Background: an optimization exercise with open tools, aiming at small area, a short achievable clock period and few clock cycles per item. Do not read the settings as production practice.
RTL that was checked went through simulation tests only; none was proved equivalent to the original.
Function not checked in runs 2 to 7: the RTL went through the layout flow alone.

File: run.sh
#!/bin/bash
# synth_recipe.tcl (not shown) runs the flow's synth.tcl, then flattens the netlist and writes it again
# the make line also repeats each setting of config.mk as NAME=value (left out here)
make -C /OpenROAD-flow-scripts/flow DESIGN_CONFIG=/design/flow/config.mk WORK_HOME=/design/flow/orfs CLKGATE_MAP_FILE= SYNTH_SCRIPT=/design/flow/synth_recipe.tcl finish
File: config.mk
export PLATFORM = sky130hd
export DESIGN_NAME = oncore_crc
export DESIGN_NICKNAME = oncore_crc
export VERILOG_FILES = /design/flow/design.v
export SDC_FILE = /design/flow/constraint.sdc
export NUM_CORES = 4
export LEC_CHECK = 0
export CAP_MARGIN = 20
export CORE_MARGIN = 2
export CORE_UTILIZATION = 40
export SLEW_MARGIN = 20
File: constraint.sdc
create_clock -name core_clock -period 6.0 [get_ports {clk}]
set_input_delay 1.2000 -clock core_clock [delete_from_list [all_inputs] [get_ports {clk}]]
set_output_delay 1.2000 -clock core_clock [all_outputs]
set_load 0.01 [all_outputs]
File: design.v
module oncore_crc (
    input  wire        clk,
    input  wire        rst_n,        
    input  wire [1:0]  cmd,          
    input  wire [4:0]  cmd_order,    
    input  wire [15:0] cmd_poly,     
    input  wire [15:0] cmd_init,     
    input  wire [7:0]  cmd_data,     
    output wire        cmd_ready,
    output reg         res_valid,
    output reg  [15:0] res
);
    localparam [1:0] CMD_NONE   = 2'd0;
    localparam [1:0] CMD_START  = 2'd1;
    localparam [1:0] CMD_BYTE   = 2'd2;
    localparam [1:0] CMD_FINISH = 2'd3;
    reg [15:0] crc;
    reg [15:0] mask;
    reg [15:0] poly;
    reg [3:0]  top;          
    reg [7:0]  shreg;
    reg [2:0]  bitcnt;
    reg        busy;
    assign cmd_ready = !busy;
    wire [16:0] new_mask = (17'd1 << cmd_order) - 17'd1;
    wire        fb       = crc[top] ^ shreg[7];
    wire [15:0] crc_next = ((crc << 1) & mask) ^ (fb ? poly : 16'd0);
    always @(posedge clk) begin
        if (!rst_n) begin
            busy      <= 1'b0;
            res_valid <= 1'b0;
        end else begin
            res_valid <= 1'b0;
            if (busy) begin
                crc    <= crc_next;
                shreg  <= {shreg[6:0], 1'b0};
                bitcnt <= bitcnt - 3'd1;
                if (bitcnt == 3'd0)
                    busy <= 1'b0;
            end else begin
                case (cmd)
                    CMD_START: begin
                        mask <= new_mask[15:0];
                        poly <= cmd_poly & new_mask[15:0];
                        top  <= cmd_order[3:0] - 4'd1;
                        crc  <= cmd_init & new_mask[15:0];
                    end
                    CMD_BYTE: begin
                        shreg  <= cmd_data;
                        bitcnt <= 3'd7;
                        busy   <= 1'b1;
                    end
                    CMD_FINISH: begin
                        res       <= crc;
                        res_valid <= 1'b1;
                    end
                    default: ;
                endcase
            end
        end
    end
endmodule
==> reports/results.md, run 1 <==
| Parameter | Reported | Unit |
|---|---|---|
| Outcome | no timing/DRC/antenna violations | - |
| Cell with the biggest individual delay on the critical path | nor4_2 | - |
| Met1 global-route usage | 0.241 | - |
| Global-route wire length before repair | 12.7 | mm |
| CP cell instances | clkdlybuf4s50_1 -> inv_1 -> ha_1 -> nor4_2 -> nor4b_1 -> a311o_1 -> o211a_1 -> nor2_1 -> o22ai_1 | - |
| Placed wire-length estimate | 5.95 | mm |
| Most used standard cell by instance count after synthesis | edfxtp_1 | - |
| Worst slew margin relative to its limit | 0.314 | - |
| Total placed cells including tap cells | 491 | - |
| Final setup skew | 0.00711 | ns |
| Horiz. Die Dim | 102 | µm |
| Fraction of the mapped netlist area in simple logic gates | 0.142 | - |
| Setup tns final | 0 | ns |
| Finished Layout Cells | 507 | - |
| Number of gates resized after cts | 0 | - |
| Post-DR wirelength/cell | 16.3 | µm |
| Number of clock sinks | 80 | - |
| Fraction of layout instances using a drive strength above 1 | 0.0820 | - |
| Count of buffering cells on the critical path with inverters included | 2 | - |
| Reg2Reg Depth | 6 | - |
| Area of combinational cells with multiple inputs | 0.00134 | mm² |
| Floorplan Core Area | 0.00924 | mm² |
| Clock buffer depth | 2 | - |
| Final nets | 430 | - |
| Share of cell area taken by muxes after synthesis | 0.0556 | - |
| Reg area | 0.00238 | mm² |
| Flops & latches, synth | 80 | - |
| Share of the synthesized area in compound gates (AO/OA/AOI/OAI) | 0.0697 | - |
| Number of synthesized flops with an enable pin | 78 | - |
| Cell count along the critical path | 9 | - |
| Main combinational cell family by area after synthesis | simple AND/OR/NAND/NOR gates | - |
| DRC marker count from the first detailed-route iteration | 130 | - |
| Max-Cap Viols | 0 | - |
| Syn_area_per_cell | 12.4 | µm² |
| Root buffer cell | clkbuf_8 | - |
| Grt total ovfl | 0 | - |
| Pin count of the biggest net entering global routing | 36 | - |
| Number of nets still failing antenna checks after routing | 0 | - |
| Hold violation total from the final report | 0 | - |
| Final max-slew violation count | 0 | - |
| Share of synthesized registers carrying an async set or reset | 0 | - |
| Setup fix buffers added after clock tree synthesis | 0 | - |
| TritonCTS clock tree | done | - |
| Sequential area share after synthesis | 0.623 | - |
| Share of the cycle needed by the critical path after routing | 0.641 | - |
| Biggest area consumer among synthesized cells | edfxtp_1 | - |
| Critical path capture point type | register | - |
| Total of hold buffers inserted after clock tree synthesis | 0 | - |
| DP Area | 0.00461 | mm² |
| Met3 track utilization from global routing | 0.0193 | - |
| IO Count | 67 | - |
| Total clock buffers created by CTS | 9 | - |
| Final std cell area, no fill | 0.00483 | mm² |
| Netlist cell types | 42 | - |
| Area fraction of the dominant cell type after synthesis | 0.613 | - |
| Initial cell density of the core | 0.414 | - |
| Fin crit period | 3.85 | ns |
| Crit-path max cell delay | 0.69 | ns |
| Post-synth top cells | 78 x edfxtp_1, 52 x nand2_1, 18 x xnor2_1 | - |
| RePlAce Congestion | 0.768 | - |
| Adder-cell share of the synthesized area | 0.0262 | - |
| Number of endpoints failing setup at the final stage | 0 | - |
| Kind of start point of the critical path | input pin | - |
| Net count after synthesis | 365 | - |
| Crit path required time | 6.05 | ns |
| Total global-route track usage | 0.167 | - |
| Ys flop type | edfxtp_1 | - |
| Via count of the first global-routing pass | 2,377 | - |
| Final core utilization | 0.523 | - |
| Path type of the worst setup path | input pin to register | - |
| Worst Setup Slack, final | 2.15 | ns |
| Detailed Routing Iterations Pass 1 | 4 | - |
| Source-to-sink clock delay at the later pin of the worst-skew pair | 0.34 | ns |
| Biggest area contributors in the synthesized netlist | edfxtp_1 61%, nand2_1 5.1%, xnor2_1 4.1% | - |
| DRC | 0 | - |
| Count of inserted antenna diode cells | 0 | - |
| Final WL | 8.29 | mm |
| Signal arrival time at the worst endpoint | 3.90 | ns |
| Number of rows in the core area | 35 | - |
| Number of levels in the clock H-tree | 3 | - |
| Xor-xnor portion of the synthesized cell area | 0.0524 | - |
| Least-Margin Pin Slew | 1.03 | ns |
| Cell area after synthesis | 0.00382 | mm² |
| Met2 GRT Util | 0.258 | - |
| Via total after detailed routing | 2,501 | - |
| Class of the worst hold path | register to register | - |
| Worst setup slack after placement | 1.81 | ns |
| Floorplan die area | 0.0104 | mm² |
| Antenna violations before repair | 0 | - |
| Port Buffers | 66 | - |
| # fillers | 823 | - |
| Highest-utilization routing layer at the global route stage | met2 | - |
| Area Growth Syn to Fin | 26.4 | % |
| Clock transition at the registers of the reported paths | 0.08 | ns |
| RSZ-0062 raised after global routing | no | - |
| Crit Path Max Fanout | 13 | - |
| Chip height | 102 | µm |
| Family with the most delay on the worst path | simple AND/OR/NAND/NOR gates | - |
| Hold depth | 0 | - |
| Synthesized instance count | 308 | - |
| FMAX | 0.260 | GHz |
| Synth Warn # | 1 | - |
| Avg Vias per Cell | 4.93 | - |
cells in the final DEF, fill, tap and decap left out, types with 2 or more instances in the layout:
cell type / n
xor2_1: 3
mux4_2: 2
mux2_2: 7
dfxtp_1: 2
o21ai_0: 11
o21bai_1: 2
a211oi_1: 2
clkdlybuf4s50_1: 66
edfxtp_1: 78
clkinvlp_4: 2
ha_1: 8
nand2b_1: 5
a2111o_1: 2
mux4_1: 3
clkbuf_8: 9
xnor2_1: 18
bufinv_16: 2
a21oi_1: 5
buf_4: 3
o22ai_1: 7
nor2b_1: 9
or3_1: 2
nor2_1: 13
nand2_1: 52
o21ai_1: 4
nor3_1: 5
and2_1: 9
nand3_1: 11
inv_1: 15
state kept, by name, summed over array words and instances, names as in the netlist:
register	cells
res	16
bitcnt	3
top	4
res_valid	1
mask	15
busy	1
shreg	8
crc	16
poly	16
layout make-up:
cell class | count | area share
clock buffers | 10 | 0.0264
clock inverters | 6 | 0.0173
inverters | 15 | 0.0117
multi-input cells | 198 | 0.277
flip-flops and latches | 80 | 0.493
well taps | 129 | 0.0334
repair buffers | 69 | 0.141
kinds of logic (layout without fill, tap and decap cells):
family	after synthesis	after routing
muxes	13	13
and+or+nand+nor	114	114
adders and majority gates	8	8
DFF	80	80
AOI/OAI and AO/OA	41	41
xor gates and xnor gates	22	22
buffers and inverters	30	100
metal layers:
metal	vias to the layer above	share of wire
met5	-	0
met4	0	0.013
met3	9	0.047
met2	70	0.48
met1	1189	0.46
li1	1233	-
worst reg2reg max path: cells and delay by family (launching register included):
kind / cells / cell delay (ns)
AND/OR/NAND/NOR: 1 / 0.16
multiplexers: 2 / 1.13
flip-flops: 1 / 0.45
XOR/XNOR: 2 / 0.90
AO/OA/AOI/OAI: 1 / 0.11
stage by stage:
| stage | hold WS [ns] |
|---|---|
| final | 0.471 |
| after global routing | 0.501 |
| after CTS | 0.479 |
| after detailed placement | 0.458 |
| after global placement | 0.439 |
| after floorplan | 0.418 |
final timing paths:
check,slack (ns),endpoint,from
max,2.15,crc[10],cmd_order[0]
min,0.47,res[15],crc[15]
max reg2reg,2.97,crc[12],top[2]
min reg2reg,0.47,res[15],crc[15]
Testbench counts, summed over its fixed seeds: cycles 297,608, bytes 32,800.
==> inputs of run 2 (changes only) <==
==> design.v (replaced) <==
module oncore_crc (
    input  wire        clk,
    input  wire        rst_n,        
    input  wire [1:0]  cmd,          
    input  wire [4:0]  cmd_order,    
    input  wire [15:0] cmd_poly,     
    input  wire [15:0] cmd_init,     
    input  wire [7:0]  cmd_data,     
    output wire        cmd_ready,
    output wire        res_valid,
    output wire [15:0] res
);
    localparam [1:0] CMD_START  = 2'd1;
    localparam [1:0] CMD_BYTE   = 2'd2;
    localparam [1:0] CMD_FINISH = 2'd3;
    reg [15:0] crc;          
    reg [15:0] poly;         
    reg [6:0]  q;            
    reg [3:0]  sh;           
    reg [7:0]  data;
    reg        data_v;
    reg [15:0] rsh;
    reg [3:0]  rcnt;         
    reg        rbusy;
    reg        fin_r;        
    wire rfree = !rbusy || (rcnt == 4'd0);
    wire rload = fin_r && rfree;
    assign cmd_ready = !fin_r || rfree;
    assign res_valid = rbusy && (rcnt == 4'd0);
    assign res       = rsh;
    wire       start  = (cmd == CMD_START);
    wire [3:0] sh_new = 4'd0 - cmd_order[3:0];
    wire [3:0] sel = ~cmd_order[3:0] & {4{~cmd_order[4]}};
    wire [15:0] init_z = cmd_order[4] ? cmd_init : {cmd_init[14:0], 1'b0};
    wire [15:0] poly_z = cmd_order[4] ? cmd_poly : {cmd_poly[14:0], 1'b0};
    reg [7:0] qn;
    integer m, j;
    always @* begin
        qn = 8'd1;
        for (m = 1; m < 8; m = m + 1) begin
            qn[m] = 1'b0;
            for (j = 1; j <= m; j = j + 1)
                qn[m] = qn[m] ^ (poly[16-j] & qn[m-j]);
        end
    end
    wire [15:0] crc_next;
    oncore_crc_byte u_byte (.crc(crc), .data(data), .poly(poly), .q(q), .crc_next(crc_next));
    always @(posedge clk) begin
        data   <= cmd_data;
        data_v <= (cmd == CMD_BYTE);
        q      <= qn[7:1];
        if (start) begin
            crc  <= init_z << sel;
            poly <= poly_z << sel;
            sh   <= sh_new;
        end else if (data_v) begin
            crc  <= crc_next;
        end
        rsh  <= rload ? crc : {1'b0, rsh[15:1]};
        rcnt <= rload ? sh : rcnt - 4'd1;
        if (!rst_n) begin
            rbusy <= 1'b0;
            fin_r <= 1'b0;
        end else begin
            rbusy <= rload || (rbusy && rcnt != 4'd0);
            fin_r <= (fin_r && !rfree) || (cmd == CMD_FINISH && cmd_ready);
        end
    end
endmodule
module oncore_crc_byte (
    input  wire [15:0] crc,
    input  wire [7:0]  data,
    input  wire [15:0] poly,
    input  wire [6:0]  q,
    output reg  [15:0] crc_next
);
    reg [7:0] d, fb;
    integer i, k;
    always @* begin
        for (i = 0; i < 8; i = i + 1)
            d[i] = crc[15-i] ^ data[7-i];
        for (i = 0; i < 8; i = i + 1) begin
            fb[i] = d[i];
            for (k = 0; k < i; k = k + 1)
                fb[i] = fb[i] ^ (q[i-k-1] & d[k]);
        end
        crc_next = crc << 8;
        for (k = 0; k < 8; k = k + 1)
            crc_next = crc_next ^ ({16{fb[k]}} & (poly << (7-k)));
    end
endmodule
--- a/config.mk
+++ b/config.mk
@@ -9,3 +9,4 @@
 export CORE_MARGIN = 2
 export CORE_UTILIZATION = 40
+export SETUP_SLACK_MARGIN = 3
 export SLEW_MARGIN = 20
==> reports/results.md, run 2 <==
| Parameter | Reported | Unit |
|---|---|---|
| Initial cell density of the core | 0.412 | - |
| Area of combinational cells with multiple inputs | 0.00439 | mm² |
| Antenna violations before repair | 0 | - |
| Final max-slew violation count | 0 | - |
| Number of rows in the core area | 45 | - |
| Final WL | 18.4 | mm |
| Clock transition at the registers of the reported paths | 0.06 | ns |
| Via total after detailed routing | 5,604 | - |
| Detailed Routing Iterations Pass 1 | 5 | - |
| Setup slack, reg-to-reg | 2.99 | ns |
| Reg-to-reg endpoint | crc[11] | - |
| Most used standard cell by instance count after synthesis | nand2_1 | - |
| Post-synth top cells | 138 x nand2_1, 62 x xnor2_1, 51 x nor2_1 | - |
| Fraction of the mapped netlist area in simple logic gates | 0.167 | - |
| Number of nets still failing antenna checks after routing | 0 | - |
| Grt total ovfl | 0 | - |
| Count of buffering cells on the critical path with inverters included | 0 | - |
| Crit-path max cell delay | 0.52 | ns |
| Placed wire-length estimate | 12.8 | mm |
| Hold violation total from the final report | 0 | - |
| Netlist cell types | 61 | - |
| RSZ-0062 raised after global routing | yes | - |
| Total placed cells including tap cells | 953 | - |
| DP Area | 0.00701 | mm² |
| Fraction of layout instances using a drive strength above 1 | 0.168 | - |
| Main combinational cell family by area after synthesis | XOR/XNOR gates | - |
| Pin count of the biggest net entering global routing | 53 | - |
| Biggest area consumer among synthesized cells | edfxtp_1 | - |
| Fin crit period | 3.01 | ns |
| Worst hold slack across all endpoints | 0.479 | ns |
| Area fraction of the dominant cell type after synthesis | 0.172 | - |
| Signal arrival time at the worst endpoint | 3.11 | ns |
| Final std cell area, no fill | 0.00792 | mm² |
| Number of endpoints failing setup at the final stage | 0 | - |
| Total clock buffers created by CTS | 9 | - |
| Horiz. Die Dim | 129 | µm |
| Sequential area share after synthesis | 0.293 | - |
| Number of clock sinks | 74 | - |
| Clock buffer depth | 2 | - |
| Biggest area contributors in the synthesized netlist | edfxtp_1 17%, dfxtp_1 12%, xnor2_1 8.6% | - |
| Source-to-sink clock delay at the later pin of the worst-skew pair | 0.35 | ns |
| Flops & latches, synth | 74 | - |
| Most used cell along the critical path | a211o_1 | - |
| Worst Hold End | rcnt[0] | - |
| Number of levels in the clock H-tree | 3 | - |
| Class of the worst hold path | register to register | - |
| Ys flop type | dfxtp_1 | - |
| DRC marker count from the first detailed-route iteration | 479 | - |
| Reg area | 0.00184 | mm² |
| Most frequent standard cell in the layout excluding fill and tap cells | nand2_1 | - |
| Floorplan Core Area | 0.0153 | mm² |
| FMAX | 0.332 | GHz |
| Outcome | no timing/DRC/antenna violations | - |
| Root buffer cell | clkbuf_16 | - |
| Path type of the worst setup path | register to register | - |
| Syn_area_per_cell | 8.68 | µm² |
| Share of synthesized registers carrying an async set or reset | 0 | - |
| Crit Reg-Reg Startpoint | crc[10] | - |
| Adder-cell share of the synthesized area | 0.0115 | - |
| Synthesized instance count | 724 | - |
| Global-route wire length before repair | 28.0 | mm |
| Finished Layout Cells | 1,008 | - |
| Least-Margin Pin Slew | 0.847 | ns |
| IO Count | 67 | - |
| Reg2Reg Depth | 8 | - |
| Floorplan die area | 0.0167 | mm² |
| Final nets | 846 | - |
| Cell area after synthesis | 0.00629 | mm² |
| Hold depth | 1 | - |
| TritonCTS clock tree | done | - |
| Count of inserted antenna diode cells | 0 | - |
| RePlAce Congestion | 0.897 | - |
| Net count after synthesis | 778 | - |
| Synth Warn # | 2 | - |
| Post-DR wirelength/cell | 18.2 | µm |
| Kind of start point of the critical path | register | - |
| Avg Vias per Cell | 5.56 | - |
| Port Buffers | 66 | - |
| Crit Path Max Fanout | 10 | - |
| Share of cell area taken by muxes after synthesis | 0.117 | - |
| Largest registers | crc (16), poly (16), rsh (16) | - |
| Top library cells by usage in the layout, fill and taps aside | 137 x nand2_1, 60 x clkdlybuf4s50_1, 57 x xnor2_1 | - |
| # fillers | 1,382 | - |
| Area Growth Syn to Fin | 25.9 | % |
| Setup tns final | 0 | ns |
| Share of the cycle needed by the critical path after routing | 0.502 | - |
| Xor-xnor portion of the synthesized cell area | 0.204 | - |
| Final setup skew | 0.00762 | ns |
| Critical path capture point type | register | - |
| Max-Cap Viols | 0 | - |
| Total global-route track usage | 0.216 | - |
| Via count of the first global-routing pass | 5,117 | - |
| Crit path required time | 6.10 | ns |
| Share of the synthesized area in compound gates (AO/OA/AOI/OAI) | 0.159 | - |
| CP cell instances | xor2_4 -> a211o_1 -> a211o_1 -> a211o_4 -> nand3_1 -> xnor2_1 -> xnor3_1 -> mux2_2 | - |
| Total of hold buffers inserted after clock tree synthesis | 0 | - |
| Family with the most delay on the worst path | compound AO/OA/AOI/OAI gates | - |
| Hold wc startpoint | rcnt[0] | - |
| DRC | 0 | - |
| Cell with the biggest individual delay on the critical path | edfxtp_1 | - |
| Number of synthesized flops with an enable pin | 36 | - |
| Worst slew margin relative to its limit | 0.434 | - |
| Chip height | 129 | µm |
-- run 2: changes by cell type in the layout (fill, tap and decap cells not counted), sizes merged, moves of 19 or more --
cell,delta
nand2,+87
xnor2,+47
edfxtp,-42
buf,+40
nor2,+38
dfxtp,+36
a21oi,+34
o21ai,+31
xor2,+25
mux2i,+22
xnor3,+19
-- run 2: layer usage --
layer | share of wire | track usage | wire length [µm] | vias up
met3 | 0.066 | 0.0359 | 1220 | 25
met4 | 0.019 | 0.0671 | 340 | 0
met2 | 0.47 | 0.344 | 8550 | 248
met1 | 0.45 | 0.301 | 8250 | 2663
met5 | 0 | 0 | 0 | -
li1 | - | - | - | 2668
-- run 2: logic make-up (layout without fill, tap and decap cells) --
| group | count (synthesis) | in the layout |
|---|---|---|
| adders and majority gates | 6 | 6 |
| DFF | 74 | 74 |
| muxes | 58 | 58 |
| and+or+nand+nor | 249 | 249 |
| AOI/OAI and AO/OA | 154 | 154 |
| buffers and inverters | 72 | 143 |
| xor gates and xnor gates | 111 | 113 |
-- run 2: how the worst max path moves through the flow --
| stage | from | to | slack, ns | depth (start not counted) |
|---|---|---|---|---|
| finish | crc[10] | crc[11] | 2.99 | 8 |
| global route | crc[15] | crc[11] | 2.91 | 9 |
| CTS | crc[11] | crc[11] | 2.95 | 8 |
| detailed placement | cmd_order[1] | crc[11] | 2.00 | 9 |
| global placement | cmd_order[1] | crc[11] | 2.09 | 9 |
| floorplan | cmd_order[0] | crc[12] | 2.99 | 7 |
-- run 2: area by class of cell --
cell class / count / area share
multi-input cells: 580 / 0.555
clock buffers: 10 / 0.0316
clock inverters: 6 / 0.00680
well taps: 211 / 0.0333
inverters: 19 / 0.0106
flip-flops and latches: 74 / 0.233
repair buffers: 108 / 0.130
-- run 2: repair_timing --
action                     in CTS  in global routing
buffers inserted               15                 21
setup endpoints to repair      28                 16
cloned                          1                  2
gates resized for setup        28                 29
pin swaps                       5                 19
-- run 2: worst register-to-register path, stage by stage (launching register included) --
cell	delay [ns]
edfxtp_1	0.52
xor2_4	0.24
a211o_1	0.34
a211o_1	0.32
a211o_4	0.41
nand3_1	0.13
xnor2_1	0.15
xnor3_1	0.38
mux2_2	0.27
-- run 2: through the flow --
step | setup WS, ns | utilization
after floorplan | 2.99 | -
after global placement | 2.09 | 0.460
after detailed placement | 2.00 | 0.460
after CTS | 2.95 | 0.498
after global routing | 2.91 | 0.519
final | 2.99 | 0.519
==> inputs of run 3 (changes only) <==
--- a/config.mk
+++ b/config.mk
@@ -8,5 +8,6 @@
 export CAP_MARGIN = 20
 export CORE_MARGIN = 2
-export CORE_UTILIZATION = 40
+export CORE_UTILIZATION = 65
+export CTS_BUF_LIST = sky130_fd_sc_hd__clkbuf_4 sky130_fd_sc_hd__clkbuf_8
 export SETUP_SLACK_MARGIN = 3
 export SLEW_MARGIN = 20
==> reports/results.md, run 3 <==
| Parameter | Reported | Unit |
|---|---|---|
| Met1 global-route usage | 0.438 | - |
| Post-synth top cells | 138 x nand2_1, 62 x xnor2_1, 51 x nor2_1 | - |
| Grt total ovfl | 0 | - |
| Root buffer cell | clkbuf_8 | - |
| DRC | 0 | - |
| Cell area after synthesis | 0.00629 | mm² |
| Most frequent standard cell in the layout excluding fill and tap cells | nand2_1 | - |
| Post-DR wirelength/cell | 21.5 | µm |
| Outcome | no timing/DRC/antenna violations | - |
| Via total after detailed routing | 5,976 | - |
| Most used cell along the critical path | nand2_1 | - |
| Crit path required time | 6.09 | ns |
| Cell with the biggest individual delay on the critical path | xnor3_2 | - |
| Reg area | 0.00185 | mm² |
| Area Growth Syn to Fin | 20.1 | % |
| Biggest area consumer among synthesized cells | edfxtp_1 | - |
| Final nets | 836 | - |
| RSZ-0062 raised after global routing | yes | - |
| Pin count of the biggest net entering global routing | 53 | - |
| Syn_area_per_cell | 8.68 | µm² |
| Clock transition at the registers of the reported paths | 0.08 | ns |
| Share of synthesized registers carrying an async set or reset | 0 | - |
| Final setup skew | 0.0177 | ns |
| Worst hold slack across all endpoints | 0.496 | ns |
| Path type of the worst setup path | register to register | - |
| Least-Margin Pin Slew | 0.899 | ns |
| Port Buffers | 66 | - |
| Count of inserted antenna diode cells | 0 | - |
| Signal arrival time at the worst endpoint | 3.29 | ns |
| Initial cell density of the core | 0.674 | - |
| Final core utilization | 0.809 | - |
| Total global-route track usage | 0.347 | - |
| Number of clock sinks | 74 | - |
| Chip height | 102 | µm |
| TritonCTS clock tree | done | - |
| RePlAce Congestion | 0.941 | - |
| Largest registers | crc (16), poly (16), rsh (16) | - |
| # fillers | 577 | - |
| Final WL | 19.7 | mm |
| Detailed Routing Iterations Pass 1 | 6 | - |
| Kind of start point of the critical path | register | - |
| Ys flop type | dfxtp_1 | - |
| Placed wire-length estimate | 12.7 | mm |
| Max-Cap Viols | 0 | - |
| Source-to-sink clock delay at the later pin of the worst-skew pair | 0.35 | ns |
| Fin crit period | 3.20 | ns |
| Via count of the first global-routing pass | 5,281 | - |
| DRC marker count from the first detailed-route iteration | 717 | - |
| Number of nets still failing antenna checks after routing | 0 | - |
| Worst slew margin relative to its limit | 0.400 | - |
| Clock buffer depth | 2 | - |
| Synthesized instance count | 724 | - |
| Avg Vias per Cell | 6.52 | - |
| Critical path capture point type | register | - |
| IO Count | 67 | - |
| Fraction of layout instances using a drive strength above 1 | 0.155 | - |
| Area fraction of the dominant cell type after synthesis | 0.172 | - |
| Highest-utilization routing layer at the global route stage | met2 | - |
| Hold violation total from the final report | 0 | - |
| Area of combinational cells with multiple inputs | 0.00432 | mm² |
| Horiz. Die Dim | 102 | µm |
| FMAX | 0.313 | GHz |
| Number of synthesized flops with an enable pin | 36 | - |
| Net count after synthesis | 778 | - |
| Sequential area share after synthesis | 0.293 | - |
| Synth Warn # | 2 | - |
| Share of the cycle needed by the critical path after routing | 0.533 | - |
| Floorplan Core Area | 0.00933 | mm² |
| Netlist cell types | 61 | - |
| Crit Path Max Fanout | 15 | - |
| CP cell instances | xor2_2 -> nand2_1 -> xnor2_1 -> xnor3_2 -> nand2_1 -> xor2_1 -> xnor3_1 -> mux2_2 | - |
| Setup tns final | 0 | ns |
| Crit-path max cell delay | 0.58 | ns |
| Flops & latches, synth | 74 | - |
| Number of endpoints failing setup at the final stage | 0 | - |
| Final max-slew violation count | 0 | - |
| Class of the worst hold path | register to register | - |
| Antenna violations before repair | 1 | - |
| Top library cells by usage in the layout, fill and taps aside | 138 x nand2_1, 60 x xnor2_1, 60 x clkdlybuf4s50_1 | - |
| Number of rows in the core area | 35 | - |
| Biggest area contributors in the synthesized netlist | edfxtp_1 17%, dfxtp_1 12%, xnor2_1 8.6% | - |
| Number of levels in the clock H-tree | 3 | - |
| Total clock buffers created by CTS | 9 | - |
| Floorplan die area | 0.0105 | mm² |
| Met3 track utilization from global routing | 0.0814 | - |
| Most used standard cell by instance count after synthesis | nand2_1 | - |
| Global-route wire length before repair | 27.7 | mm |
| Met2 GRT Util | 0.570 | - |
[run 3: stage by stage]
| step | setup slack, ns | instances | area, µm² |
|---|---|---|---|
| floorplan | 2.99 | 724 | 6290 |
| finish | 2.80 | 916 | 7550 |
| CTS | 2.84 | 895 | 7270 |
| global placement | 2.12 | 871 | 6910 |
| detailed placement | 2.04 | 871 | 6910 |
| global route | 2.81 | 916 | 7550 |
[run 3: worst paths after layout]
path	end	slack, ns	startpoint	cells after the start
worst max-delay path	crc[11]	2.80	crc[11]	8
worst min-delay path	rcnt[0]	0.50	rcnt[0]	1
worst min register to register	rcnt[0]	0.50	rcnt[0]	1
worst max register to register	crc[11]	2.80	crc[11]	8
[run 3: routing by layer]
layer,wire length (µm),vias to the layer above
li1,-,2650
met1,7200,2787
met2,9200,435
met3,2170,104
met4,1110,0
met5,0,-
[run 3: repair_timing]
| item | 4_1_cts | 5_1_grt |
|---|---|---|
| hold buffers | 0 | 0 |
| pin swaps | 6 | 8 |
| gates resized for setup | 26 | 25 |
| setup buffers | 6 | 20 |
| gates cloned | 2 | 1 |
| setup endpoints to repair | 31 | 20 |
[run 3: kinds of logic after synthesis]
family | count (synthesis) | synth area share
AND/OR/NAND/NOR | 249 | 0.167
AO/OA/AOI/OAI | 154 | 0.159
XOR/XNOR | 111 | 0.204
flip-flops | 74 | 0.293
buffers and inverters | 72 | 0.0482
multiplexers | 58 | 0.117
adder cells (fa/ha/maj) | 6 | 0.0115
[run 3: final cells by class]
type / instances / share of cell area
well taps: 129 / 0.0214
clock inverters: 6 / 0.00862
multi-input cells: 579 / 0.573
repair buffers: 98 / 0.123
repair inverters: 1 / 0.000663
clock buffers: 10 / 0.0174
inverters: 19 / 0.0111
flip-flops and latches: 74 / 0.245
[run 3: worst max-delay path: cells and delay by family, from the launching register on]
family,cells,cell delay (ns)
and+or+nand+nor,2,0.32
muxes,1,0.28
xor gates and xnor gates,5,1.87
DFF,1,0.48
==> inputs of run 4 (changes only) <==
==> flow/run.sh (new file) <==
#!/bin/bash
# Standard layout, but the port buffers that global placement inserts use
# buf_2 instead of the slow clkdlybuf4s50_1 that buffer_ports picks by itself.
set -euo pipefail
export BUFFER_PORTS_ARGS="-buffer_cell sky130_fd_sc_hd__buf_2"
bash standard.sh > standard.log 2>&1
==> standard.sh (new file) <==
#!/bin/bash
# synth_recipe.tcl (not shown) runs the flow's synth.tcl, then flattens the netlist and writes it again
# the make line also repeats each setting of config.mk as NAME=value (left out here)
make -C /OpenROAD-flow-scripts/flow DESIGN_CONFIG=/design/flow/config.mk WORK_HOME=/design/flow/orfs CLKGATE_MAP_FILE= SYNTH_SCRIPT=/design/flow/synth_recipe.tcl "${@:-finish}"
--- a/config.mk
+++ b/config.mk
@@ -8,6 +8,5 @@
 export CAP_MARGIN = 20
 export CORE_MARGIN = 2
-export CORE_UTILIZATION = 65
-export CTS_BUF_LIST = sky130_fd_sc_hd__clkbuf_4 sky130_fd_sc_hd__clkbuf_8
+export CORE_UTILIZATION = 40
 export SETUP_SLACK_MARGIN = 3
 export SLEW_MARGIN = 20
removed: run.sh
==> reports/results.md, run 4 <==
| Parameter | Reported | Unit |
|---|---|---|
| Worst slew margin relative to its limit | 0.403 | - |
| Critical path capture point type | register | - |
| Floorplan die area | 0.0167 | mm² |
| Global-route wire length before repair | 28.1 | mm |
| Number of clock sinks | 74 | - |
| Floorplan Core Area | 0.0153 | mm² |
| Hold violation total from the final report | 0 | - |
| RSZ-0062 raised after global routing | yes | - |
| FMAX | 0.338 | GHz |
| Detailed Routing Iterations Pass 1 | 5 | - |
| Flops & latches, synth | 74 | - |
| Share of synthesized registers carrying an async set or reset | 0 | - |
| Final std cell area, no fill | 0.00732 | mm² |
| Biggest area contributors in the synthesized netlist | edfxtp_1 17%, dfxtp_1 12%, xnor2_1 8.6% | - |
| Horiz. Die Dim | 129 | µm |
| Number of synthesized flops with an enable pin | 36 | - |
| DRC | 0 | - |
| Netlist cell types | 61 | - |
| Initial cell density of the core | 0.412 | - |
| Clock buffer depth | 2 | - |
| Via total after detailed routing | 5,561 | - |
| Final setup skew | 0.00900 | ns |
| Area fraction of the dominant cell type after synthesis | 0.172 | - |
| Number of rows in the core area | 45 | - |
| Crit Path Max Fanout | 13 | - |
| Crit path required time | 6.09 | ns |
| Outcome | no timing/DRC/antenna violations | - |
| Cell area after synthesis | 0.00629 | mm² |
| Synth Warn # | 2 | - |
| Max-Cap Viols | 0 | - |
| Area Growth Syn to Fin | 16.5 | % |
| Grt total ovfl | 0 | - |
| Number of levels in the clock H-tree | 3 | - |
| Placed wire-length estimate | 12.8 | mm |
| Antenna violations before repair | 0 | - |
| Avg Vias per Cell | 5.65 | - |
| Final core utilization | 0.480 | - |
| Number of endpoints failing setup at the final stage | 0 | - |
| Fin crit period | 2.96 | ns |
| Number of nets still failing antenna checks after routing | 0 | - |
| Fraction of layout instances using a drive strength above 1 | 0.208 | - |
| Signal arrival time at the worst endpoint | 3.05 | ns |
| Class of the worst hold path | register to register | - |
| Clock transition at the registers of the reported paths | 0.06 | ns |
| Post-synth top cells | 138 x nand2_1, 62 x xnor2_1, 51 x nor2_1 | - |
| Largest registers | crc (16), poly (16), rsh (16) | - |
| Port Buffers | 66 | - |
| Most frequent standard cell in the layout excluding fill and tap cells | nand2_1 | - |
| Total global-route track usage | 0.216 | - |
| Path type of the worst setup path | register to register | - |
| Chip height | 129 | µm |
| Least-Margin Pin Slew | 0.893 | ns |
| IO Count | 67 | - |
| DRC marker count from the first detailed-route iteration | 433 | - |
| Final max-slew violation count | 0 | - |
| RePlAce Congestion | 0.922 | - |
| Crit-path max cell delay | 0.50 | ns |
| TritonCTS clock tree | done | - |
| Kind of start point of the critical path | register | - |
| Top library cells by usage in the layout, fill and taps aside | 137 x nand2_1, 63 x buf_2, 60 x xnor2_1 | - |
| Net count after synthesis | 778 | - |
| Synthesized instance count | 724 | - |
| Most used standard cell by instance count after synthesis | nand2_1 | - |
| Setup tns final | 0 | ns |
| Source-to-sink clock delay at the later pin of the worst-skew pair | 0.35 | ns |
| Share of the cycle needed by the critical path after routing | 0.493 | - |
| Biggest area consumer among synthesized cells | edfxtp_1 | - |
| Most used cell along the critical path | a211o_1 | - |
| Count of inserted antenna diode cells | 0 | - |
| Cell with the biggest individual delay on the critical path | edfxtp_1 | - |
| Via count of the first global-routing pass | 5,183 | - |
| Pin count of the biggest net entering global routing | 53 | - |
| Final nets | 822 | - |
| Post-DR wirelength/cell | 18.2 | µm |
| Ys flop type | dfxtp_1 | - |
| Root buffer cell | clkbuf_16 | - |
| CP cell instances | xor2_2 -> a211o_1 -> a211o_1 -> a211o_4 -> and2_1 -> nand2_1 -> xnor3_1 -> o2bb2ai_1 | - |
| Sequential area share after synthesis | 0.293 | - |
| Total clock buffers created by CTS | 9 | - |
| Syn_area_per_cell | 8.68 | µm² |
| Final WL | 17.9 | mm |
| Total of hold buffers inserted after clock tree synthesis | 0 | - |
| DP Area | 0.00666 | mm² |
## run 4: layout make-up
| type | instances | area [µm²] |
|---|---|---|
| fillers | 1463 | 7940 |
| multi-input cells | 580 | 4340 |
| flip-flops and latches | 74 | 1840 |
| repair buffers | 84 | 517 |
| well taps | 211 | 264 |
| clock buffers | 12 | 258 |
| inverters | 19 | 72.6 |
| clock inverters | 4 | 25.0 |
## run 4: repair_timing
| item | in CTS | in global routing |
|---|---|---|
| pin swaps | 5 | 4 |
| setup buffers | 11 | 6 |
| cloned | 1 | 1 |
| setup endpoints to repair | 25 | 13 |
| gates resized for setup | 19 | 17 |
## run 4: logic make-up after synthesis
family / share of synthesized area
compound gates: 0.159
xor+xnor: 0.204
buf+inv: 0.0482
fa+ha+maj: 0.0115
mux: 0.117
simple gates: 0.167
flops: 0.293
## run 4: routing by layer
layer,up-vias,part of all wire,global-route usage
li1,2626,-,-
met1,2681,0.44,0.299
met2,227,0.48,0.348
met3,27,0.058,0.0301
met4,0,0.022,0.0703
met5,-,0,0
## run 4: worst paths after layout
check | start | to | slack [ns] | depth (start not counted)
max | crc[10] | crc[2] | 3.04 | 8
min | rcnt[0] | rcnt[0] | 0.47 | 1
max reg2reg | crc[10] | crc[2] | 3.04 | 8
min reg2reg | rcnt[0] | rcnt[0] | 0.47 | 1
## run 4: worst max-delay path, delay by kind of cell (launching register included)
family           cells  cell delay, ns
flip-flops           1            0.50
AND/OR/NAND/NOR      2            0.33
AO/OA/AOI/OAI        4            1.23
XOR/XNOR             2            0.64
## run 4: stage by stage
step,hold WS (ns),worst slack (ns),instances
6_report,0.468,3.04,984
5_1_grt,0.504,2.95,984
3_5_place_dp,0.456,2.08,949
2_1_floorplan,0.429,2.99,724
3_3_place_gp,0.446,2.19,949
4_1_cts,0.464,3.02,977
==> inputs of run 5 (changes only) <==
--- a/design.v
+++ b/design.v
@@ -34,4 +34,5 @@
     wire [15:0] init_z = cmd_order[4] ? cmd_init : {cmd_init[14:0], 1'b0};
     wire [15:0] poly_z = cmd_order[4] ? cmd_poly : {cmd_poly[14:0], 1'b0};
+    wire [15:0] crc_init = init_z << sel;
     reg [7:0] qn;
     integer m, j;
@@ -50,10 +51,9 @@
         data_v <= (cmd == CMD_BYTE);
         q      <= qn[7:1];
+        crc <= ({16{start}} & crc_init) | ({16{data_v}} & crc_next)
+             | ({16{!start && !data_v}} & crc);
         if (start) begin
-            crc  <= init_z << sel;
             poly <= poly_z << sel;
             sh   <= sh_new;
-        end else if (data_v) begin
-            crc  <= crc_next;
         end
         rsh  <= rload ? crc : {1'b0, rsh[15:1]};
--- a/config.mk
+++ b/config.mk
@@ -9,4 +9,4 @@
 export CORE_MARGIN = 2
 export CORE_UTILIZATION = 40
-export SETUP_SLACK_MARGIN = 3
+export SETUP_SLACK_MARGIN = 3.5
 export SLEW_MARGIN = 20
==> reports/results.md, run 5 <==
| Parameter | Reported | Unit |
|---|---|---|
| Most used standard cell by instance count after synthesis | nand2_1 | - |
| Number of nets still failing antenna checks after routing | 0 | - |
| Biggest area contributors in the synthesized netlist | dfxtp_1 17%, edfxtp_1 9.7%, xnor2_1 8.9% | - |
| Placed wire-length estimate | 13.0 | mm |
| Critical path capture point type | register | - |
| Source-to-sink clock delay at the later pin of the worst-skew pair | 0.35 | ns |
| Worst Hold End | rsh[10] | - |
| Cell with the biggest individual delay on the critical path | xnor3_2 | - |
| RSZ-0062 raised after global routing | yes | - |
| Floorplan Core Area | 0.0152 | mm² |
| Floorplan die area | 0.0166 | mm² |
| Number of clock sinks | 74 | - |
| Share of synthesized registers carrying an async set or reset | 0 | - |
| Crit Reg-Reg Startpoint | crc[14] | - |
| Synthesized instance count | 741 | - |
| Worst slew margin relative to its limit | 0.429 | - |
| Syn_area_per_cell | 8.39 | µm² |
| TritonCTS clock tree | done | - |
| Pin count of the biggest net entering global routing | 61 | - |
| Detailed Routing Iterations Pass 1 | 6 | - |
| Area Growth Syn to Fin | 31.5 | % |
| Crit path required time | 6.23 | ns |
| RePlAce Congestion | 0.891 | - |
| Root buffer cell | clkbuf_16 | - |
| Biggest area consumer among synthesized cells | dfxtp_1 | - |
| Most used cell along the critical path | nand2_1 | - |
| Clock buffer depth | 2 | - |
| Synth Warn # | 2 | - |
| Chip height | 129 | µm |
| Total clock buffers created by CTS | 9 | - |
| Count of inserted antenna diode cells | 0 | - |
| Net count after synthesis | 795 | - |
| Number of rows in the core area | 45 | - |
| DRC | 0 | - |
| Number of levels in the clock H-tree | 3 | - |
| Largest registers | crc (16), poly (16), rsh (16) | - |
| Initial cell density of the core | 0.409 | - |
| Fin crit period | 2.79 | ns |
| Kind of start point of the critical path | register | - |
| Most frequent standard cell in the layout excluding fill and tap cells | nand2_1 | - |
| Share of the cycle needed by the critical path after routing | 0.464 | - |
| Final max-slew violation count | 0 | - |
| Outcome | no timing/DRC/antenna violations | - |
| Global-route wire length before repair | 30.6 | mm |
| Netlist cell types | 56 | - |
| Class of the worst hold path | register to register | - |
| Count of buffering cells on the critical path with inverters included | 0 | - |
| Horiz. Die Dim | 129 | µm |
| Number of synthesized flops with an enable pin | 20 | - |
| Cell count along the critical path | 8 | - |
| Final WL | 20.3 | mm |
| Signal arrival time at the worst endpoint | 3.02 | ns |
| Clock transition at the registers of the reported paths | 0.06 | ns |
| Hold violation total from the final report | 0 | - |
| Cell area after synthesis | 0.00622 | mm² |
| Fraction of layout instances using a drive strength above 1 | 0.344 | - |
| Crit Path Max Fanout | 8 | - |
| Total global-route track usage | 0.239 | - |
| Post-synth top cells | 146 x nand2_1, 63 x xnor2_1, 54 x dfxtp_1 | - |
| Reg-to-reg endpoint | crc[14] | - |
| DP Area | 0.00659 | mm² |
| Sequential area share after synthesis | 0.271 | - |
| Path type of the worst setup path | register to register | - |
| Reg2Reg Depth | 8 | - |
| DRC marker count from the first detailed-route iteration | 441 | - |
| IO Count | 67 | - |
| Flops & latches, synth | 74 | - |
| Setup slack, reg-to-reg | 3.21 | ns |
| Ys flop type | dfxtp_1 | - |
| Post-DR wirelength/cell | 19.9 | µm |
| Final setup skew | 0.00777 | ns |
| FMAX | 0.359 | GHz |
| Final std cell area, no fill | 0.00817 | mm² |
| Via total after detailed routing | 6,000 | - |
| Least-Margin Pin Slew | 0.854 | ns |
| Final nets | 880 | - |
| Final core utilization | 0.538 | - |
| Hold depth | 1 | - |
| Grt total ovfl | 0 | - |
| Family with the most delay on the worst path | XOR/XNOR gates | - |
| Area fraction of the dominant cell type after synthesis | 0.174 | - |
| Top library cells by usage in the layout, fill and taps aside | 130 x nand2_1, 61 x buf_2, 48 x nor2_1 | - |
| Antenna violations before repair | 0 | - |
| Avg Vias per Cell | 5.89 | - |
| Via count of the first global-routing pass | 5,804 | - |
| Max-Cap Viols | 0 | - |
| Port Buffers | 66 | - |
| Hold wc startpoint | rsh[11] | - |
| Setup tns final | 0 | ns |
| CP cell instances | xor2_4 -> nand2_1 -> xnor3_2 -> xnor2_4 -> nand2_1 -> xnor2_1 -> xnor3_1 -> a221o_1 | - |
| Crit-path max cell delay | 0.44 | ns |
| Number of endpoints failing setup at the final stage | 0 | - |
run 5: changes by cell type in the layout (fill, tap and decap cells not counted), sizes merged, moves of 4 or more:
cell	change
a311oi	+4
mux2i	+5
a221o	+4
dfxtp	+16
buf	+39
nand2	+7
edfxtp	-16
xor2	-4
o221ai	+5
nand2b	-4
run 5: metal layers:
metal	track usage	part of all wire
met5	0	0
met4	0.121	0.042
met3	0.0449	0.068
met2	0.395	0.49
met1	0.298	0.40
run 5: worst reg2reg max path, stage by stage, from the launching register on:
cell and delay (ns):
dfxtp_4 0.41, xor2_4 0.23, nand2_1 0.11, xnor3_2 0.44, xnor2_4 0.31, nand2_1 0.17, xnor2_1 0.26, xnor3_1 0.44
a221o_1 0.30
run 5: cell families (layout without fill, tap and decap cells):
| family | count (synthesis) | in the layout | synth area share |
|---|---|---|---|
| AOI/OAI and AO/OA | 157 | 158 | 0.167 |
| xor gates and xnor gates | 110 | 111 | 0.204 |
| adders and majority gates | 5 | 5 | 0.0101 |
| buffers and inverters | 76 | 164 | 0.0507 |
| DFF | 74 | 74 | 0.271 |
| muxes | 62 | 62 | 0.125 |
| and+or+nand+nor | 257 | 257 | 0.173 |
run 5: worst max-delay path by stage:
| stage | start | to | slack (ns) |
|---|---|---|---|
| finish | crc[14] | crc[14] | 3.21 |
| global route | crc[14] | crc[14] | 3.14 |
| floorplan | cmd_order[0] | poly[14] | 3.37 |
| CTS | crc[15] | crc[8] | 3.36 |
| global placement | cmd_order[4] | crc[8] | 2.43 |
| detailed placement | crc[14] | crc[14] | 2.37 |
run 5: timing repair:
item	4_1_cts	5_1_grt
pin swaps	46	34
resized for setup	109	51
gates cloned	3	2
hold buffers	0	0
setup endpoints to repair	32	35
buffers inserted	44	12
run 5: area by class of cell:
type	count	area [µm²]
fill	1316	7030
multi-input combinational	593	4860
sequential	74	1730
timing repair buffer	125	940
clock buffer	11	264
tap	188	235
inverter	22	98.8
clock inverter	5	42.5
timing repair inverter	1	7.51
run 5: metrics by stage:
step | std cells | worst slack (ns) | hold slack, ns
after floorplan | 741 | 3.37 | 0.429
after global placement | 942 | 2.43 | 0.454
after detailed placement | 942 | 2.37 | 0.453
after CTS | 1005 | 3.36 | 0.483
after global routing | 1019 | 3.14 | 0.493
final | 1019 | 3.21 | 0.475
==> inputs of run 6 (changes only) <==
--- a/config.mk
+++ b/config.mk
@@ -9,4 +9,4 @@
 export CORE_MARGIN = 2
 export CORE_UTILIZATION = 40
-export SETUP_SLACK_MARGIN = 3.5
+export SETUP_SLACK_MARGIN = 3
 export SLEW_MARGIN = 20
==> reports/results.md, run 6 <==
| Parameter | Reported | Unit |
|---|---|---|
| Floorplan Core Area | 0.0152 | mm² |
| Horiz. Die Dim | 129 | µm |
| DRC marker count from the first detailed-route iteration | 445 | - |
| Family with the most delay on the worst path | compound AO/OA/AOI/OAI gates | - |
| RePlAce Congestion | 0.897 | - |
| Kind of start point of the critical path | register | - |
| Crit-path max cell delay | 0.51 | ns |
| TritonCTS clock tree | done | - |
| Worst slew margin relative to its limit | 0.437 | - |
| Highest routed metal layer | met4 | - |
| IO Count | 67 | - |
| Crit Path Max Fanout | 12 | - |
| Number of rows in the core area | 45 | - |
| Net count after synthesis | 795 | - |
| Hold depth | 1 | - |
| Area Growth Syn to Fin | 14.1 | % |
| Detailed route wirelength on metal3 | 1.14 | mm |
| Worst Hold End | rsh[13] | - |
| Ys flop type | dfxtp_1 | - |
| Largest registers | crc (16), poly (16), rsh (16) | - |
| Finished Layout Cells | 970 | - |
| Biggest area consumer among synthesized cells | dfxtp_1 | - |
| Chip height | 129 | µm |
| Count of buffering cells on the critical path with inverters included | 0 | - |
| Number of nets still failing antenna checks after routing | 0 | - |
| Hold violation total from the final report | 0 | - |
| Post-synth top cells | 146 x nand2_1, 63 x xnor2_1, 54 x dfxtp_1 | - |
| Final setup skew | 0.00522 | ns |
| Cell area after synthesis | 0.00622 | mm² |
| Setup slack, reg-to-reg | 3.08 | ns |
| Antenna violations before repair | 0 | - |
| RSZ-0062 raised after global routing | no | - |
| Count of inserted antenna diode cells | 0 | - |
| Biggest area contributors in the synthesized netlist | dfxtp_1 17%, edfxtp_1 9.7%, xnor2_1 8.9% | - |
| Final nets | 831 | - |
| Number of synthesized flops with an enable pin | 20 | - |
| Cell with the biggest individual delay on the critical path | dfxtp_1 | - |
| FMAX | 0.343 | GHz |
| Root buffer cell | clkbuf_16 | - |
| Post-DR wirelength/cell | 18.3 | µm |
| Reg2Reg Depth | 8 | - |
| Crit path required time | 6.23 | ns |
| Initial cell density of the core | 0.409 | - |
| M1 WL | 7.72 | mm |
| Placed wire-length estimate | 12.9 | mm |
| Netlist cell types | 56 | - |
| Clock buffer depth | 2 | - |
| Avg Vias per Cell | 5.74 | - |
| Final max-slew violation count | 0 | - |
| Via count of the first global-routing pass | 5,351 | - |
| Critical path launch point | data[6] | - |
| Fraction of layout instances using a drive strength above 1 | 0.201 | - |
| Class of the worst hold path | register to register | - |
| Global-route wire length before repair | 28.4 | mm |
| Setup tns final | 0 | ns |
| Worst hold slack across all endpoints | 0.474 | ns |
| Port Buffers | 66 | - |
| Synth Warn # | 2 | - |
| Area fraction of the dominant cell type after synthesis | 0.174 | - |
| Synthesized instance count | 741 | - |
| Least-Margin Pin Slew | 0.842 | ns |
| Floorplan die area | 0.0166 | mm² |
| Outcome | no timing/DRC/antenna violations | - |
| Critical path capture point type | register | - |
| Top library cells by usage in the layout, fill and taps aside | 146 x nand2_1, 63 x xnor2_1, 63 x buf_2 | - |
| Signal arrival time at the worst endpoint | 3.15 | ns |
| CP cell instances | xnor2_4 -> a211o_1 -> a211o_1 -> a211o_4 -> nand3_1 -> xnor2_1 -> xnor3_1 -> a221o_1 | - |
| Hold wc startpoint | rsh[14] | - |
| Number of levels in the clock H-tree | 3 | - |
| Pin count of the biggest net entering global routing | 61 | - |
| Most used standard cell by instance count after synthesis | nand2_1 | - |
| Detailed Routing Iterations Pass 1 | 7 | - |
| DP Area | 0.00656 | mm² |
| Total global-route track usage | 0.219 | - |
| Share of the cycle needed by the critical path after routing | 0.486 | - |
| Final std cell area, no fill | 0.00709 | mm² |
| Max-Cap Viols | 0 | - |
| Sequential area share after synthesis | 0.271 | - |
| Most frequent standard cell in the layout excluding fill and tap cells | nand2_1 | - |
| Grt total ovfl | 0 | - |
| # fillers | 1,501 | - |
| Met2 Wirelength | 8.46 | mm |
| Crit Reg-Reg Startpoint | data[6] | - |
| DRC | 0 | - |
| Flops & latches, synth | 74 | - |
| Most used cell along the critical path | a211o_1 | - |
| Fin crit period | 2.92 | ns |
| Path type of the worst setup path | register to register | - |
| Final WL | 17.8 | mm |
| Reg-to-reg endpoint | crc[8] | - |
| Total placed cells including tap cells | 943 | - |
| Total clock buffers created by CTS | 9 | - |
| Share of synthesized registers carrying an async set or reset | 0 | - |
| Number of clock sinks | 74 | - |
| Source-to-sink clock delay at the later pin of the worst-skew pair | 0.34 | ns |
| Syn_area_per_cell | 8.39 | µm² |
| Clock transition at the registers of the reported paths | 0.06 | ns |
| Via total after detailed routing | 5,567 | - |
| Number of endpoints failing setup at the final stage | 0 | - |
run 6: per-stage QoR:
stage | utilization | setup WS (ns)
finish | 0.467 | 3.08
global route | 0.467 | 3.00
CTS | 0.461 | 3.01
detailed placement | 0.432 | 2.02
global placement | 0.432 | 2.11
floorplan | - | 3.02
run 6: routing by layer:
layer	vias up	track usage
met3	34	0.0432
met2	200	0.350
met5	-	0
li1	2666	-
met4	0	0.0761
met1	2667	0.296
run 6: cell families after synthesis:
kind of cell / share of synthesized area
AOI/OAI and AO/OA: 0.167
xor gates and xnor gates: 0.204
adders and majority gates: 0.0101
buffers and inverters: 0.0507
DFF: 0.271
muxes: 0.125
and+or+nand+nor: 0.173
run 6: layout make-up:
class,count,area [µm²],share of cell area
Timing Repair inverter,1,5.00,0.000706
Sequential cell,74,1690,0.238
Inverter,22,87.6,0.0123
Tap cell,188,235,0.0332
Multi-Input combinational cell,591,4320,0.609
Timing Repair Buffer,78,448,0.0632
Clock buffer,11,264,0.0372
Clock inverter,5,43.8,0.00617
run 6: timing repair:
| action | 4_1_cts | 5_1_grt |
|---|---|---|
| gates resized for setup | 18 | 11 |
| endpoints found under the setup margin | 25 | 19 |
| buffers inserted | 8 | 2 |
| cloned | 0 | 1 |
| hold buffers | 0 | 0 |
| pin swaps | 4 | 3 |
run 6: worst max-delay path by stage:
stage,to,slack (ns),depth (start not counted)
floorplan,poly[15],3.02,8
global placement,crc[12],2.11,8
detailed placement,crc[12],2.02,8
CTS,crc[6],3.01,8
global route,crc[6],3.00,8
finish,crc[8],3.08,8
==> inputs of run 7 (changes only) <==
--- a/design.v
+++ b/design.v
@@ -17,5 +17,5 @@
     reg [15:0] poly;         
     reg [6:0]  q;            
-    reg [3:0]  sh;           
+    reg [3:0]  nlo;          
     reg [7:0]  data;
     reg        data_v;
@@ -30,9 +30,19 @@
     assign res       = rsh;
     wire       start  = (cmd == CMD_START);
-    wire [3:0] sh_new = 4'd0 - cmd_order[3:0];
-    wire [3:0] sel = ~cmd_order[3:0] & {4{~cmd_order[4]}};
-    wire [15:0] init_z = cmd_order[4] ? cmd_init : {cmd_init[14:0], 1'b0};
-    wire [15:0] poly_z = cmd_order[4] ? cmd_poly : {cmd_poly[14:0], 1'b0};
-    wire [15:0] crc_init = init_z << sel;
+    function [15:0] align;
+        input [15:0] x;
+        input [4:0]  n;
+        reg   [31:0] y;
+        begin
+            y = {x, 16'b0};
+            y = n[0] ? {1'b0, y[31:1]} : y;
+            y = n[1] ? {2'b0, y[31:2]} : y;
+            y = n[2] ? {4'b0, y[31:4]} : y;
+            y = n[3] ? {8'b0, y[31:8]} : y;
+            align = y[15:0] | (x & {16{n[4]}});
+        end
+    endfunction
+    wire [15:0] crc_init  = align(cmd_init, cmd_order);
+    wire [15:0] poly_init = align(cmd_poly, cmd_order);
     reg [7:0] qn;
     integer m, j;
@@ -54,9 +64,9 @@
              | ({16{!start && !data_v}} & crc);
         if (start) begin
-            poly <= poly_z << sel;
-            sh   <= sh_new;
+            poly <= poly_init;
+            nlo  <= cmd_order[3:0];
         end
         rsh  <= rload ? crc : {1'b0, rsh[15:1]};
-        rcnt <= rload ? sh : rcnt - 4'd1;
+        rcnt <= rload ? nlo : rcnt + 4'd1;
         if (!rst_n) begin
             rbusy <= 1'b0;
==> reports/results.md, run 7 <==
| Parameter | Reported | Unit |
|---|---|---|
| Global-route wire length before repair | 27.6 | mm |
| DRC | 0 | - |
| Hold depth | 1 | - |
| Hold violation total from the final report | 0 | - |
| Share of the cycle needed by the critical path after routing | 0.484 | - |
| Number of nets still failing antenna checks after routing | 0 | - |
| Setup tns final | 0 | ns |
| Critical path capture point type | register | - |
| Floorplan die area | 0.0159 | mm² |
| Synth Warn # | 2 | - |
| Root buffer cell | clkbuf_16 | - |
| # fillers | 1,421 | - |
| Total clock buffers created by CTS | 9 | - |
| Clock transition at the registers of the reported paths | 0.06 | ns |
| Top library cells by usage in the layout, fill and taps aside | 134 x nand2_1, 68 x nor2_1, 65 x xnor2_1 | - |
| Outcome | no timing/DRC/antenna violations | - |
| Cell area after synthesis | 0.00597 | mm² |
| Path type of the worst setup path | input pin to register | - |
| Max-Cap Viols | 0 | - |
| Post-DR wirelength/cell | 18.7 | µm |
| Biggest area contributors in the synthesized netlist | dfxtp_1 18%, edfxtp_1 10%, xnor2_1 9.7% | - |
| Net count after synthesis | 771 | - |
| TritonCTS clock tree | done | - |
| Final max-slew violation count | 0 | - |
| Ys flop type | dfxtp_1 | - |
| Reg area | 0.00169 | mm² |
| Reg-to-reg endpoint | crc[6] | - |
| RePlAce Congestion | 0.870 | - |
| Via total after detailed routing | 5,468 | - |
| Most used standard cell by instance count after synthesis | nand2_1 | - |
| Reg2Reg Depth | 8 | - |
| Worst slew margin relative to its limit | 0.465 | - |
| Fraction of layout instances using a drive strength above 1 | 0.209 | - |
| Total global-route track usage | 0.218 | - |
| DRC marker count from the first detailed-route iteration | 483 | - |
| Clock buffer depth | 2 | - |
| Crit Reg-Reg Startpoint | crc[11] | - |
| Destination of the critical timing path | crc[13] | - |
| Worst Setup Slack, final | 3.09 | ns |
| Synthesized instance count | 717 | - |
| Count of inserted antenna diode cells | 0 | - |
| Share of synthesized registers carrying an async set or reset | 0 | - |
| Worst setup slack after placement | 2.30 | ns |
| Most frequent standard cell in the layout excluding fill and tap cells | nand2_1 | - |
| RSZ-0062 raised after global routing | no | - |
| Post-synth top cells | 134 x nand2_1, 69 x nor2_1, 66 x xnor2_1 | - |
| Antenna violations before repair | 0 | - |
| Final WL | 17.6 | mm |
| Grt total ovfl | 0 | - |
| Chip height | 126 | µm |
| Pin count of the biggest net entering global routing | 36 | - |
| Total of hold buffers inserted after clock tree synthesis | 0 | - |
| Sequential area share after synthesis | 0.282 | - |
| Critical path launch point | cmd_order[0] | - |
| Largest registers | crc (16), poly (16), rsh (16) | - |
| Number of endpoints failing setup at the final stage | 0 | - |
| Horiz. Die Dim | 126 | µm |
| Class of the worst hold path | register to register | - |
| Avg Vias per Cell | 5.81 | - |
| Area of combinational cells with multiple inputs | 0.00407 | mm² |
| Via count of the first global-routing pass | 5,210 | - |
| Kind of start point of the critical path | input pin | - |
| Fin crit period | 2.91 | ns |
| Flops & latches, synth | 74 | - |
| Area Growth Syn to Fin | 13.2 | % |
| Port Buffers | 66 | - |
| Setup slack, reg-to-reg | 3.11 | ns |
| Number of clock sinks | 74 | - |
| Crit path required time | 6.23 | ns |
| Initial cell density of the core | 0.411 | - |
| Number of synthesized flops with an enable pin | 20 | - |
| FMAX | 0.344 | GHz |
| Source-to-sink clock delay at the later pin of the worst-skew pair | 0.35 | ns |
| Final core utilization | 0.465 | - |
| Least-Margin Pin Slew | 0.800 | ns |
| Detailed Routing Iterations Pass 1 | 5 | - |
| IO Count | 67 | - |
| Biggest area consumer among synthesized cells | dfxtp_1 | - |
| Syn_area_per_cell | 8.33 | µm² |
| Netlist cell types | 53 | - |
| Number of levels in the clock H-tree | 3 | - |
| Area fraction of the dominant cell type after synthesis | 0.181 | - |
| Final nets | 806 | - |
| Floorplan Core Area | 0.0145 | mm² |
| Number of rows in the core area | 44 | - |
| Final setup skew | 0.00798 | ns |
| Placed wire-length estimate | 12.6 | mm |
| Signal arrival time at the worst endpoint | 3.14 | ns |
| Crit Path Max Fanout | 34 | - |
-- run 7: cell count changes in the layout (fill, tap and decap cells not counted), sizes merged, moves of 4 or more --
cell	before	now
o21ai	47	39
o221ai	5	1
a221oi	4	0
mux2i	28	19
o211ai	13	9
nand2	146	135
inv	20	16
a221o	6	20
mux4	10	1
mux2	24	33
nor2	51	69
a22oi	2	11
-- run 7: worst min-delay path by stage --
stage	endpoint	from	slack, ns
final	rsh[4]	rsh[5]	0.48
after CTS	rsh[4]	rsh[5]	0.48
after detailed placement	rsh[12]	rsh[13]	0.47
after global placement	rsh[12]	rsh[13]	0.46
after global routing	rsh[13]	rsh[14]	0.49
after floorplan	rcnt[1]	nlo[1]	0.45
-- run 7: cell type report --
type / instances / share of cell area
flip-flops and latches: 74 / 0.250
clock buffers: 10 / 0.0354
repair buffers: 74 / 0.0604
well taps: 184 / 0.0341
multi-input cells: 575 / 0.603
repair inverters: 2 / 0.00148
clock inverters: 6 / 0.00574
inverters: 16 / 0.0100
-- run 7: kinds of logic after synthesis --
group,Yosys count,synth area share
AOI/OAI and AO/OA,148,0.172
xor gates and xnor gates,110,0.206
adders and majority gates,5,0.0105
buffers and inverters,68,0.0474
DFF,74,0.282
muxes,53,0.0979
and+or+nand+nor,259,0.185
-- run 7: metal layers --
| layer | up-vias | wire [µm] | global-route usage |
|---|---|---|---|
| met1 | 2631 | 7890 | 0.290 |
| met3 | 41 | 1060 | 0.0472 |
| li1 | 2573 | - | - |
| met5 | - | 0 | 0 |
| met4 | 0 | 510 | 0.0931 |
| met2 | 223 | 8120 | 0.344 |
-- run 7: timing repair --
item,CTS,global route
cloned,1,1
gates resized for setup,14,8
endpoints found under the setup margin,17,15
pin swaps,1,2
setup buffers,3,3
-- run 7: worst max-delay path: stages --
cell	delay, ns
buf_4	0.38
mux2_2	0.41
nor2_1	0.09
nor2_1	0.09
mux4_2	0.47
a21oi_1	0.14
nor2_1	0.07
a221o_1	0.28
-- run 7: metrics by stage --
stage               cells  hold slack [ns]  cell area (µm²)
finish                941            0.479             6760
global route          941            0.492             6760
CTS                   937            0.484             6690
detailed placement    917            0.467             6320
global placement      917            0.464             6320
floorplan             717            0.449             5980

[re-timing with driven ports]
No port has a modelled driver above. Below, the same layouts with a new extraction and two added sets of constraints. Step 1 assumes that a clkbuf_16 drives the clock port and a buf_2 every other input. Step 2 times the ports against the registers' clock, not the clock port: input delays grow and output delays shrink by t, the midpoint of the rising clock arrivals with the driver on. a / b / c = ideal / step 1 / step 2; a / b = the first two.
run	shift t [ns]	setup WS [ns]	worst setup path after step 2	clock arrival spread, ns	worst slew at a driven data input, ns
run 1	0.364	2.152 / 2.158 / 1.794	input to register	0.008 / 0.008	0.04
run 2	0.384	2.989 / 2.989 / 2.690	input to register	0.008 / 0.007	0.04
run 3	0.373	2.803 / 2.803 / 2.681	input to register	0.018 / 0.017	0.04
run 4	0.383	3.040 / 3.040 / 2.811	input to register	0.009 / 0.009	0.05
run 5	0.383	3.215 / 3.215 / 3.028	input to register	0.008 / 0.008	0.16
run 6	0.381	3.085 / 3.085 / 2.787	input to register	0.006 / 0.007	0.04
run 7	0.382	3.093 / 3.099 / 2.717	input to register	0.009 / 0.008	0.04
After both steps every run listed still meets setup and hold. For run 7, which loses most, drivers alone change the setup slack by +0.006 ns; drivers and shift together by -0.376 ns.
